This design comes from an exercise in tuning for small area, a short achievable clock period and few clock cycles per item on the open sky130 flow, not from production work. Where RTL was checked, it was by simulation tests only, not by an equivalence proof against the original. Power is estimated from default activity; no workload was simulated.

==> run Y <==
==> flow/design.v <==
module inone_rx (
    input  wire        clk,
    input  wire        rst,           
    input  wire        cmd_valid,
    output wire        cmd_ready,
    input  wire [1:0]  cmd_op,
    input  wire [7:0]  cmd_byte,
    input  wire [31:0] now,           
    output wire        rearm,         
    output wire [5:0]  cursor,
    output wire        raw_ready,
    output wire        pkt_ready,
    output wire [2:0]  outcome,
    output wire [3:0]  lastlen,
    output wire [71:0] last_frame     
);
    localparam OP_APPEND = 2'd0;
    localparam OP_POLL   = 2'd1;
    localparam OP_GET    = 2'd2;
    localparam OC_OK     = 3'd1;
    localparam OC_MAN1   = 3'd2;
    localparam OC_FRM1   = 3'd3;
    localparam OC_LCLASS = 3'd4;
    localparam OC_MAN2   = 3'd5;
    localparam OC_FRM2   = 3'd6;
    localparam OC_CRC    = 3'd7;
    localparam [31:0] RESYNC_MS = 32'd600;
    localparam [7:0]  CRC_POLY  = 8'h8C;
    reg [5:0]  cursor_q;
    reg [31:0] lastact_q;
    reg        raw_ready_q;
    reg        pkt_ready_q;
    reg [2:0]  outcome_q;
    reg [3:0]  lastlen_q;
    reg [71:0] frame_q;
    reg        rearm_q;
    reg        wait_q;        
    reg        tmo_q;         
    reg [91:0] d;
    reg [15:0] e1;            
    reg [22:15] e2;           
    reg [4:0]  cnt;           
    reg [7:0]  crc;
    reg        done;
    reg        done2;         
    reg        ok_q;
    reg        run;           
    assign cmd_ready  = ~(wait_q | tmo_q);
    assign rearm      = rearm_q;
    assign cursor     = cursor_q;
    assign raw_ready  = raw_ready_q;
    assign pkt_ready  = pkt_ready_q;
    assign outcome    = outcome_q;
    assign lastlen    = lastlen_q;
    assign last_frame = frame_q;
    wire accept    = cmd_valid && !wait_q && !tmo_q;
    wire do_append = accept && cmd_op == OP_APPEND;
    wire do_poll   = accept && cmd_op == OP_POLL;
    wire do_get    = accept && cmd_op == OP_GET;
    reg  [3:0] st_bit;        
    reg  [1:0] st_err;        
    reg        pend_q;        
    always @(posedge clk) begin
        st_bit    <= {cmd_byte[1], cmd_byte[3], cmd_byte[5], cmd_byte[7]};
        st_err[0] <= (cmd_byte[7] ~^ cmd_byte[6]) | (cmd_byte[5] ~^ cmd_byte[4]);
        st_err[1] <= (cmd_byte[3] ~^ cmd_byte[2]) | (cmd_byte[1] ~^ cmd_byte[0]);
        pend_q    <= !rst && do_append && cursor_q <= 6'd22;
    end
    genvar k;
    generate
        for (k = 0; k < 23; k = k + 1) begin : g_store
            wire we = pend_q && cursor_q == k + 1;
            if (k == 0) begin : g_b0
                always @(posedge clk)
                    if (we) begin
                        d[3:2] <= st_bit[3:2];
                        e1[0]  <= st_err[1];
                    end
            end else if (k < 15) begin : g_b1
                always @(posedge clk)
                    if (we) begin
                        d[4*k +: 4] <= st_bit;
                        e1[k]       <= |st_err;
                    end
            end else if (k == 15) begin : g_b15
                always @(posedge clk)
                    if (we) begin
                        d[63:60] <= st_bit;
                        e1[15]   <= st_err[0];
                        e2[15]   <= st_err[1];
                    end
            end else begin : g_b2
                always @(posedge clk)
                    if (we) begin
                        d[4*k +: 4] <= st_bit;
                        e2[k]       <= |st_err;
                    end
            end
        end
    endgenerate
    wire [1:0] cls = {d[51], d[50]};              
    wire man1 = |e1;
    reg  frm1;
    reg  frm2;
    integer g;
    always @(*) begin
        frm1 = 1'b0;
        for (g = 0; g < 12; g = g + 1)
            if (!d[5*g + 2]) frm1 = 1'b1;
        frm2 = 1'b0;
        for (g = 0; g < 6; g = g + 1)
            if (!d[5*g + 62] && (cls[1] || (cls[0] && g < 2))) frm2 = 1'b1;
    end
    wire man2 = ((cls != 2'd0) && (|e2[17:15])) || (cls[1] && (|e2[22:18]));
    reg [2:0] oc;
    always @(*) begin
        if (man1)              oc = OC_MAN1;
        else if (frm1)         oc = OC_FRM1;
        else if (cls == 2'd3)  oc = OC_LCLASS;
        else if (man2)         oc = OC_MAN2;
        else if (frm2)         oc = OC_FRM2;
        else if (crc != 8'd0)  oc = OC_CRC;
        else                   oc = OC_OK;
    end
    wire ok = (oc == OC_OK);
    reg [71:0] fr;
    always @(*)
        for (g = 0; g < 18; g = g + 1)
            fr[4*g +: 4] = d[5*g + 3 +: 4];
    wire [3:0] flen = cls[1] ? 4'd9 : cls[0] ? 4'd7 : 4'd6;
    reg  [3:0] nib;                               
    always @(posedge clk) nib <= fr[{cnt, 2'b00} +: 4];
    reg  [7:0] crc_nxt;
    integer q;
    always @(*) begin
        crc_nxt = crc;
        for (q = 0; q < 4; q = q + 1)
            crc_nxt = (crc_nxt >> 1) ^ ((crc_nxt[0] ^ nib[q]) ? CRC_POLY : 8'h00);
    end
    wire [4:0] last = cls[1] ? 5'd17 : cls[0] ? 5'd13 : 5'd11;
    wire restart = pend_q;
    always @(posedge clk) begin
        if (rst || restart) begin
            cnt  <= 5'd0;
            crc  <= 8'd0;
            run  <= 1'b0;
            done <= 1'b0;
        end else if (!done) begin
            cnt <= cnt + 5'd1;
            run <= 1'b1;
            if (run) crc <= crc_nxt;
            if (cnt == last + 5'd1) done <= 1'b1;
        end
        done2 <= done && !rst && !restart;
        ok_q  <= ok;
    end
    wire rdy = done2 && !pend_q;
    function automatic le10;                      
        input [9:0] a, b;
        integer i;
        begin
            le10 = 1'b1;
            for (i = 0; i < 10; i = i + 1)
                le10 = (~a[i] & b[i]) | (~(a[i] ^ b[i]) & le10);
        end
    endfunction
    wire [9:0]  la_lo  = lastact_q[9:0];
    wire [21:0] la_hi  = lastact_q[31:10];
    wire [10:0] w_lo   = {1'b0, la_lo} + 11'd600;
    reg  [21:0] cy;
    integer ci;
    always @(*) begin
        cy[0] = 1'b1;
        for (ci = 1; ci < 22; ci = ci + 1)
            cy[ci] = cy[ci - 1] & la_hi[ci - 1];
    end
    wire [21:0] hx     = now[31:10] ^ la_hi;
    reg         hi0_q, hi1_q;                           
    reg         bor_q, lew_q;                           
    always @(posedge clk) begin
        hi0_q <= (hx == 22'd0);
        hi1_q <= (hx == cy);
        bor_q <= !le10(la_lo, now[9:0]);
        lew_q <= le10(now[9:0], w_lo[9:0]);
    end
    wire        lo_ok  = bor_q ? (w_lo[10] && lew_q) : (w_lo[10] || lew_q);
    wire        hi_ok  = bor_q ? hi1_q : hi0_q;
    wire        recent = hi_ok && lo_ok;
    wire commit = ((do_poll && raw_ready_q) || wait_q) && rdy;
    wire pre_ok  = !wait_q && !tmo_q && raw_ready_q && rdy && ok_q;
    wire late_ok = wait_q && rdy && ok_q;
    wire is_poll = cmd_valid && !cmd_op[1] && cmd_op[0];
    wire fen     = (is_poll && pre_ok) || late_ok;
    always @(posedge clk) begin
        if (rst) begin
            frame_q[47:0] <= 48'd0;
            lastlen_q     <= 4'd0;
        end else if (fen) begin
            frame_q[47:0] <= fr[47:0];
            lastlen_q     <= flen;
        end
        if (rst || (fen && cls == 2'd0))
            frame_q[55:48] <= 8'd0;
        else if (fen)
            frame_q[55:48] <= fr[55:48];
        if (rst || (fen && cls != 2'd2))
            frame_q[71:56] <= 16'd0;
        else if (fen)
            frame_q[71:56] <= fr[71:56];
    end
    always @(posedge clk) begin
        if (do_append)
            lastact_q <= now;
    end
    always @(posedge clk) begin
        if (rst) begin
            cursor_q    <= 6'd0;
            raw_ready_q <= 1'b0;
            pkt_ready_q <= 1'b0;
            outcome_q   <= 3'd0;
            rearm_q     <= 1'b0;
            wait_q      <= 1'b0;
            tmo_q       <= 1'b0;
        end else begin
            rearm_q <= 1'b0;
            if (do_append) begin
                if (cursor_q == 6'd59) begin
                    cursor_q    <= 6'd0;
                    raw_ready_q <= 1'b1;
                    rearm_q     <= 1'b1;
                end else begin
                    cursor_q <= cursor_q + 6'd1;
                end
            end
            if (do_poll) begin
                if (cursor_q != 6'd0)
                    tmo_q <= 1'b1;
                if (raw_ready_q) begin
                    raw_ready_q <= 1'b0;
                    if (!rdy) wait_q <= 1'b1;
                end
            end
            if (tmo_q) begin
                tmo_q <= 1'b0;
                if (!recent) begin
                    cursor_q <= 6'd0;
                    rearm_q  <= 1'b1;
                end
            end
            if (do_get)
                pkt_ready_q <= 1'b0;
            if (commit) begin
                wait_q    <= 1'b0;
                outcome_q <= oc;
                if (ok_q)
                    pkt_ready_q <= 1'b1;
            end
        end
    end
endmodule
==> flow/flow/run.sh <==
#!/bin/bash
# The standard layout (standard.sh), with the port buffers made as
# sky130_fd_sc_hd__buf_2 instead of the cell buffer_ports picks by itself.
set -euo pipefail
export BUFFER_PORTS_ARGS="-buffer_cell sky130_fd_sc_hd__buf_2"
export SETUP_SLACK_MARGIN=6.8
bash standard.sh > standard.log 2>&1
==> flow/standard.sh <==
#!/bin/bash
# synth_recipe.tcl (not shown) runs the flow's synth.tcl, then flattens the netlist and writes it again
# the make line also repeats each setting of config.mk as NAME=value (left out here)
make -C /OpenROAD-flow-scripts/flow DESIGN_CONFIG=/design/flow/config.mk WORK_HOME=/design/flow/orfs CLKGATE_MAP_FILE= SYNTH_SCRIPT=/design/flow/synth_recipe.tcl "${@:-finish}"
==> flow/config.mk <==
export PLATFORM = sky130hd
export DESIGN_NAME = inone_rx
export DESIGN_NICKNAME = inone_rx
export VERILOG_FILES = /design/flow/design.v
export SDC_FILE = /design/flow/constraint.sdc
export NUM_CORES = 4
export LEC_CHECK = 0
export CAP_MARGIN = 20
export CORE_MARGIN = 2
export CORE_UTILIZATION = 40
export CTS_BUF_LIST = sky130_fd_sc_hd__clkbuf_8
export CTS_CLUSTER_DIAMETER = 60
export CTS_CLUSTER_SIZE = 14
export SLEW_MARGIN = 20
==> flow/constraint.sdc <==
create_clock -name core_clock -period 10.0 [get_ports {clk}]
set_input_delay 2.0000 -clock core_clock [delete_from_list [all_inputs] [get_ports {clk}]]
set_output_delay 2.0000 -clock core_clock [all_outputs]
set_load 0.01 [all_outputs]
==> run R (differences from run Y) <==
--- a/flow/design.v
+++ b/flow/design.v
@@ -38,2 +38,3 @@
     reg        tmo_q;         
+    reg        ready_q;       
     reg [91:0] d;
@@ -47,3 +48,3 @@
     reg        run;           
-    assign cmd_ready  = ~(wait_q | tmo_q);
+    assign cmd_ready  = ready_q;
     assign rearm      = rearm_q;
@@ -55,3 +56,3 @@
     assign last_frame = frame_q;
-    wire accept    = cmd_valid && !wait_q && !tmo_q;
+    wire accept    = cmd_valid && ready_q;
     wire do_append = accept && cmd_op == OP_APPEND;
@@ -189,3 +190,4 @@
     wire commit = ((do_poll && raw_ready_q) || wait_q) && rdy;
-    wire pre_ok  = !wait_q && !tmo_q && raw_ready_q && rdy && ok_q;
+    reg  pre_q;               
+    wire pre_ok  = pre_q;
     wire late_ok = wait_q && rdy && ok_q;
@@ -214,2 +216,12 @@
     end
+    wire tmo_d  = do_poll && cursor_q != 6'd0;
+    wire wait_d = ((do_poll && raw_ready_q) || wait_q) && !rdy;
+    always @(posedge clk)
+        ready_q <= rst || !(tmo_d || wait_d);
+    wire raw_d   = !rst && ((do_append && cursor_q == 6'd59) ||
+                            (raw_ready_q && !do_poll));
+    wire done2_d = done && !rst && !restart;
+    wire pend_d  = !rst && do_append && cursor_q <= 6'd22;
+    always @(posedge clk)
+        pre_q <= !(tmo_d || wait_d) && raw_d && done2_d && !pend_d && ok;
     always @(posedge clk) begin
==> flow/flow/run.sh (replaced) <==
#!/bin/bash
# The standard layout (standard.sh), with the port buffers made as
# sky130_fd_sc_hd__buf_1 instead of the cell buffer_ports picks by itself.
set -euo pipefail
export BUFFER_PORTS_ARGS="-buffer_cell sky130_fd_sc_hd__buf_1"
export SETUP_SLACK_MARGIN=6.95
bash standard.sh > standard.log 2>&1
--- a/flow/config.mk
+++ b/flow/config.mk
@@ -9,6 +9,7 @@
 export CORE_MARGIN = 2
-export CORE_UTILIZATION = 40
-export CTS_BUF_LIST = sky130_fd_sc_hd__clkbuf_8
-export CTS_CLUSTER_DIAMETER = 60
-export CTS_CLUSTER_SIZE = 14
+export CORE_UTILIZATION = 65
+export CTS_BUF_LIST = sky130_fd_sc_hd__clkbuf_16
+export CTS_CLUSTER_DIAMETER = 100
+export CTS_CLUSTER_SIZE = 30
+export PLACE_DENSITY = 0.8
 export SLEW_MARGIN = 20
==> run A (differences from run Y) <==
==> flow/design.v, changed modules only <==
module inone_rx (
    input  wire        clk,
    input  wire        rst,           
    input  wire        cmd_valid,
    output wire        cmd_ready,
    input  wire [1:0]  cmd_op,
    input  wire [7:0]  cmd_byte,
    input  wire [31:0] now,           
    output wire        rearm,         
    output wire [5:0]  cursor,
    output wire        raw_ready,
    output wire        pkt_ready,
    output wire [2:0]  outcome,
    output wire [3:0]  lastlen,
    output wire [71:0] last_frame     
);
    localparam OP_APPEND = 2'd0;
    localparam OP_POLL   = 2'd1;
    localparam OP_GET    = 2'd2;
    localparam OC_OK     = 3'd1;
    localparam OC_MAN1   = 3'd2;
    localparam OC_FRM1   = 3'd3;
    localparam OC_LCLASS = 3'd4;
    localparam OC_MAN2   = 3'd5;
    localparam OC_FRM2   = 3'd6;
    localparam OC_CRC    = 3'd7;
    localparam [31:0] RESYNC_MS = 32'd600;
    localparam [7:0]  CRC_POLY  = 8'h8C;
    reg [5:0]  cursor_q;
    reg [31:0] lastact_q;
    reg        raw_ready_q;
    reg        pkt_ready_q;
    reg [2:0]  outcome_q;
    reg [3:0]  lastlen_q;
    reg [71:0] frame_q;
    reg        rearm_q;
    reg        wait_q;        
    reg [91:0] d;
    reg [15:0] e1;            
    reg [22:15] e2;           
    reg [4:0]  cnt;           
    reg [7:0]  crc;
    reg        done;
    assign cmd_ready  = ~wait_q;
    assign rearm      = rearm_q;
    assign cursor     = cursor_q;
    assign raw_ready  = raw_ready_q;
    assign pkt_ready  = pkt_ready_q;
    assign outcome    = outcome_q;
    assign lastlen    = lastlen_q;
    assign last_frame = frame_q;
    wire accept    = cmd_valid && !wait_q;
    wire do_append = accept && cmd_op == OP_APPEND;
    wire do_poll   = accept && cmd_op == OP_POLL;
    wire do_get    = accept && cmd_op == OP_GET;
    wire [3:0] bbit = {cmd_byte[1], cmd_byte[3], cmd_byte[5], cmd_byte[7]};
    wire [3:0] berr = {cmd_byte[1] ~^ cmd_byte[0], cmd_byte[3] ~^ cmd_byte[2],
                       cmd_byte[5] ~^ cmd_byte[4], cmd_byte[7] ~^ cmd_byte[6]};
    genvar k;
    generate
        for (k = 0; k < 23; k = k + 1) begin : g_store
            wire we = do_append && cursor_q == k;
            if (k == 0) begin : g_b0
                always @(posedge clk)
                    if (we) begin
                        d[3:2] <= bbit[3:2];
                        e1[0]  <= |berr[3:2];
                    end
            end else if (k < 15) begin : g_b1
                always @(posedge clk)
                    if (we) begin
                        d[4*k +: 4] <= bbit;
                        e1[k]       <= |berr;
                    end
            end else if (k == 15) begin : g_b15
                always @(posedge clk)
                    if (we) begin
                        d[63:60] <= bbit;
                        e1[15]   <= |berr[1:0];
                        e2[15]   <= |berr[3:2];
                    end
            end else begin : g_b2
                always @(posedge clk)
                    if (we) begin
                        d[4*k +: 4] <= bbit;
                        e2[k]       <= |berr;
                    end
            end
        end
    endgenerate
    wire [1:0] cls = {d[51], d[50]};              
    wire man1 = |e1;
    reg  frm1;
    reg  frm2;
    integer g;
    always @(*) begin
        frm1 = 1'b0;
        for (g = 0; g < 12; g = g + 1)
            if (!d[5*g + 2]) frm1 = 1'b1;
        frm2 = 1'b0;
        for (g = 0; g < 6; g = g + 1)
            if (!d[5*g + 62] && (cls[1] || (cls[0] && g < 2))) frm2 = 1'b1;
    end
    wire man2 = ((cls != 2'd0) && (|e2[17:15])) || (cls[1] && (|e2[22:18]));
    reg [2:0] oc;
    always @(*) begin
        if (man1)              oc = OC_MAN1;
        else if (frm1)         oc = OC_FRM1;
        else if (cls == 2'd3)  oc = OC_LCLASS;
        else if (man2)         oc = OC_MAN2;
        else if (frm2)         oc = OC_FRM2;
        else if (crc != 8'd0)  oc = OC_CRC;
        else                   oc = OC_OK;
    end
    wire ok = (oc == OC_OK);
    reg [71:0] fr;
    always @(*) begin
        for (g = 0; g < 18; g = g + 1)
            fr[4*g +: 4] = d[5*g + 3 +: 4];
        if (cls == 2'd0) fr[71:48] = 24'd0;
        if (cls != 2'd2) fr[71:56] = 16'd0;
    end
    wire [3:0] flen = cls[1] ? 4'd9 : cls[0] ? 4'd7 : 4'd6;
    wire [3:0] nib = fr[{cnt, 2'b00} +: 4];
    reg  [7:0] crc_nxt;
    integer q;
    always @(*) begin
        crc_nxt = crc;
        for (q = 0; q < 4; q = q + 1)
            crc_nxt = (crc_nxt >> 1) ^ ((crc_nxt[0] ^ nib[q]) ? CRC_POLY : 8'h00);
    end
    wire [4:0] last = cls[1] ? 5'd17 : cls[0] ? 5'd13 : 5'd11;
    wire restart = do_append && cursor_q <= 6'd22;
    always @(posedge clk) begin
        if (rst || restart) begin
            cnt  <= 5'd0;
            crc  <= 8'd0;
            done <= 1'b0;
        end else if (!done) begin
            cnt <= cnt + 5'd1;
            crc <= crc_nxt;
            if (cnt == last) done <= 1'b1;
        end
    end
    wire due    = (cursor_q != 6'd0) && ((now - lastact_q) > RESYNC_MS);
    wire commit = ((do_poll && raw_ready_q) || wait_q) && done;
    always @(posedge clk) begin
        if (do_append)
            lastact_q <= now;
    end
    always @(posedge clk) begin
        if (rst) begin
            cursor_q    <= 6'd0;
            raw_ready_q <= 1'b0;
            pkt_ready_q <= 1'b0;
            outcome_q   <= 3'd0;
            lastlen_q   <= 4'd0;
            frame_q     <= 72'd0;
            rearm_q     <= 1'b0;
            wait_q      <= 1'b0;
        end else begin
            rearm_q <= 1'b0;
            if (do_append) begin
                if (cursor_q == 6'd59) begin
                    cursor_q    <= 6'd0;
                    raw_ready_q <= 1'b1;
                    rearm_q     <= 1'b1;
                end else begin
                    cursor_q <= cursor_q + 6'd1;
                end
            end
            if (do_poll) begin
                if (due) begin
                    cursor_q <= 6'd0;
                    rearm_q  <= 1'b1;
                end
                if (raw_ready_q) begin
                    raw_ready_q <= 1'b0;
                    if (!done) wait_q <= 1'b1;
                end
            end
            if (do_get)
                pkt_ready_q <= 1'b0;
            if (commit) begin
                wait_q    <= 1'b0;
                outcome_q <= oc;
                if (ok) begin
                    frame_q     <= fr;
                    lastlen_q   <= flen;
                    pkt_ready_q <= 1'b1;
                end
            end
        end
    end
endmodule
==> flow/run.sh (new file) <==
#!/bin/bash
# synth_recipe.tcl (not shown) runs the flow's synth.tcl, then flattens the netlist and writes it again
# the make line also repeats each setting of config.mk as NAME=value (left out here)
make -C /OpenROAD-flow-scripts/flow DESIGN_CONFIG=/design/flow/config.mk WORK_HOME=/design/flow/orfs CLKGATE_MAP_FILE= SYNTH_SCRIPT=/design/flow/synth_recipe.tcl finish
--- a/flow/config.mk
+++ b/flow/config.mk
@@ -10,5 +10,2 @@
 export CORE_UTILIZATION = 40
-export CTS_BUF_LIST = sky130_fd_sc_hd__clkbuf_8
-export CTS_CLUSTER_DIAMETER = 60
-export CTS_CLUSTER_SIZE = 14
 export SLEW_MARGIN = 20
removed: flow/flow/run.sh
removed: flow/standard.sh
==> comparison table <==
| metric | run R | run A | run Y |
|---|---|---|---|
| Worst-margin pin slew | 1.15 ns | 0.895 ns | 0.997 ns |
| Worst clock skew | 0.0137 ns | 0.0132 ns | 0.0185 ns |
| Delay contributed by the slowest stage of the critical path | 0.39 ns | 0.43 ns | 0.36 ns |
| Fraction of the mapped netlist area in compound gates | 8.09% | 12.8% | 8.26% |
| Worst slack, placed | 6.22 ns | 4.55 ns | 5.29 ns |
| Share of cell area taken by multi-input logic gates | 32.6% | 34.0% | 31.0% |
| Synthesized cell area | 11100 sq um | 11700 sq um | 11000 sq um |
| Startpoint type of the worst setup path | flip-flop | input pin | flip-flop |
| End point of the worst hold path | tmo_q | frame_q[21] | frame_q[20] |
| Seq/Total Area, Yosys | 61.7% | 54.7% | 62.0% |
| Crit Path Max Fanout | 2 | 7 | 2 |
| Number of nets produced by synthesis | 1033 | 1182 | 1001 |
| Routability congestion estimate | 0.847 | 0.865 | 0.833 |
| Global-route wire length before repair | 37.3 mm | 44.6 mm | 38.3 mm |
| Run status | finished clean | finished clean | finished clean |
| First-pass iteration count of the detailed router | 5 | 6 | 5 |
| Hold slack final | 0.433 ns | 0.450 ns | 0.452 ns |
| Seq cells | 268 | 247 | 266 |
| Worst endpoint required time | 8.00 ns | 10.45 ns | 8.00 ns |
| Logic pwr share | 8.4% | 12.7% | 7.8% |
| Critical path startpoint | outcome_q[1] | now[0] | tmo_q |
Testbench counts of run Y, summed over its fixed seeds: cycles 15,779, blocks 256.
Testbench counts of run R, summed over its fixed seeds: cycles 15,779, blocks 256.
For run A, only the layout was checked, not whether the RTL still works.

[separate check: timing with driven ports]
No port has a modelled driver above. Below, the same layouts with a new extraction and two added sets of constraints. Step 1, drivers: a clkbuf_16 drives clk and a buf_2 each remaining input, both assumed. Step 2 moves the port delays by t, midway between the first and last clock arrival at a register: inputs arrive t later, outputs are due t later. That takes back most of the time a late clock gives input paths. Three values: ideal ports, drivers, drivers and shift; two values: the first two.
run	t, ns	setup slack, ns	hold WS [ns]	clock arrival spread, ns	worst register clock-pin slew, ns
run Y	0.600	6.826 / 6.784 / 6.326	0.452 / 0.452 / 0.452	0.021 / 0.022	0.09 / 0.09
run R	0.524	6.968 / 6.922 / 6.541	0.433 / 0.433 / 0.433	0.017 / 0.017	0.12 / 0.12
run A	0.585	5.107 / 5.133 / 4.548	0.450 / 0.450 / 0.450	0.015 / 0.014	0.07 / 0.07
After both steps setup and hold are still met in every run listed. For run A, which loses most, drivers alone change the setup slack by +0.026 ns; drivers and shift together by -0.559 ns.
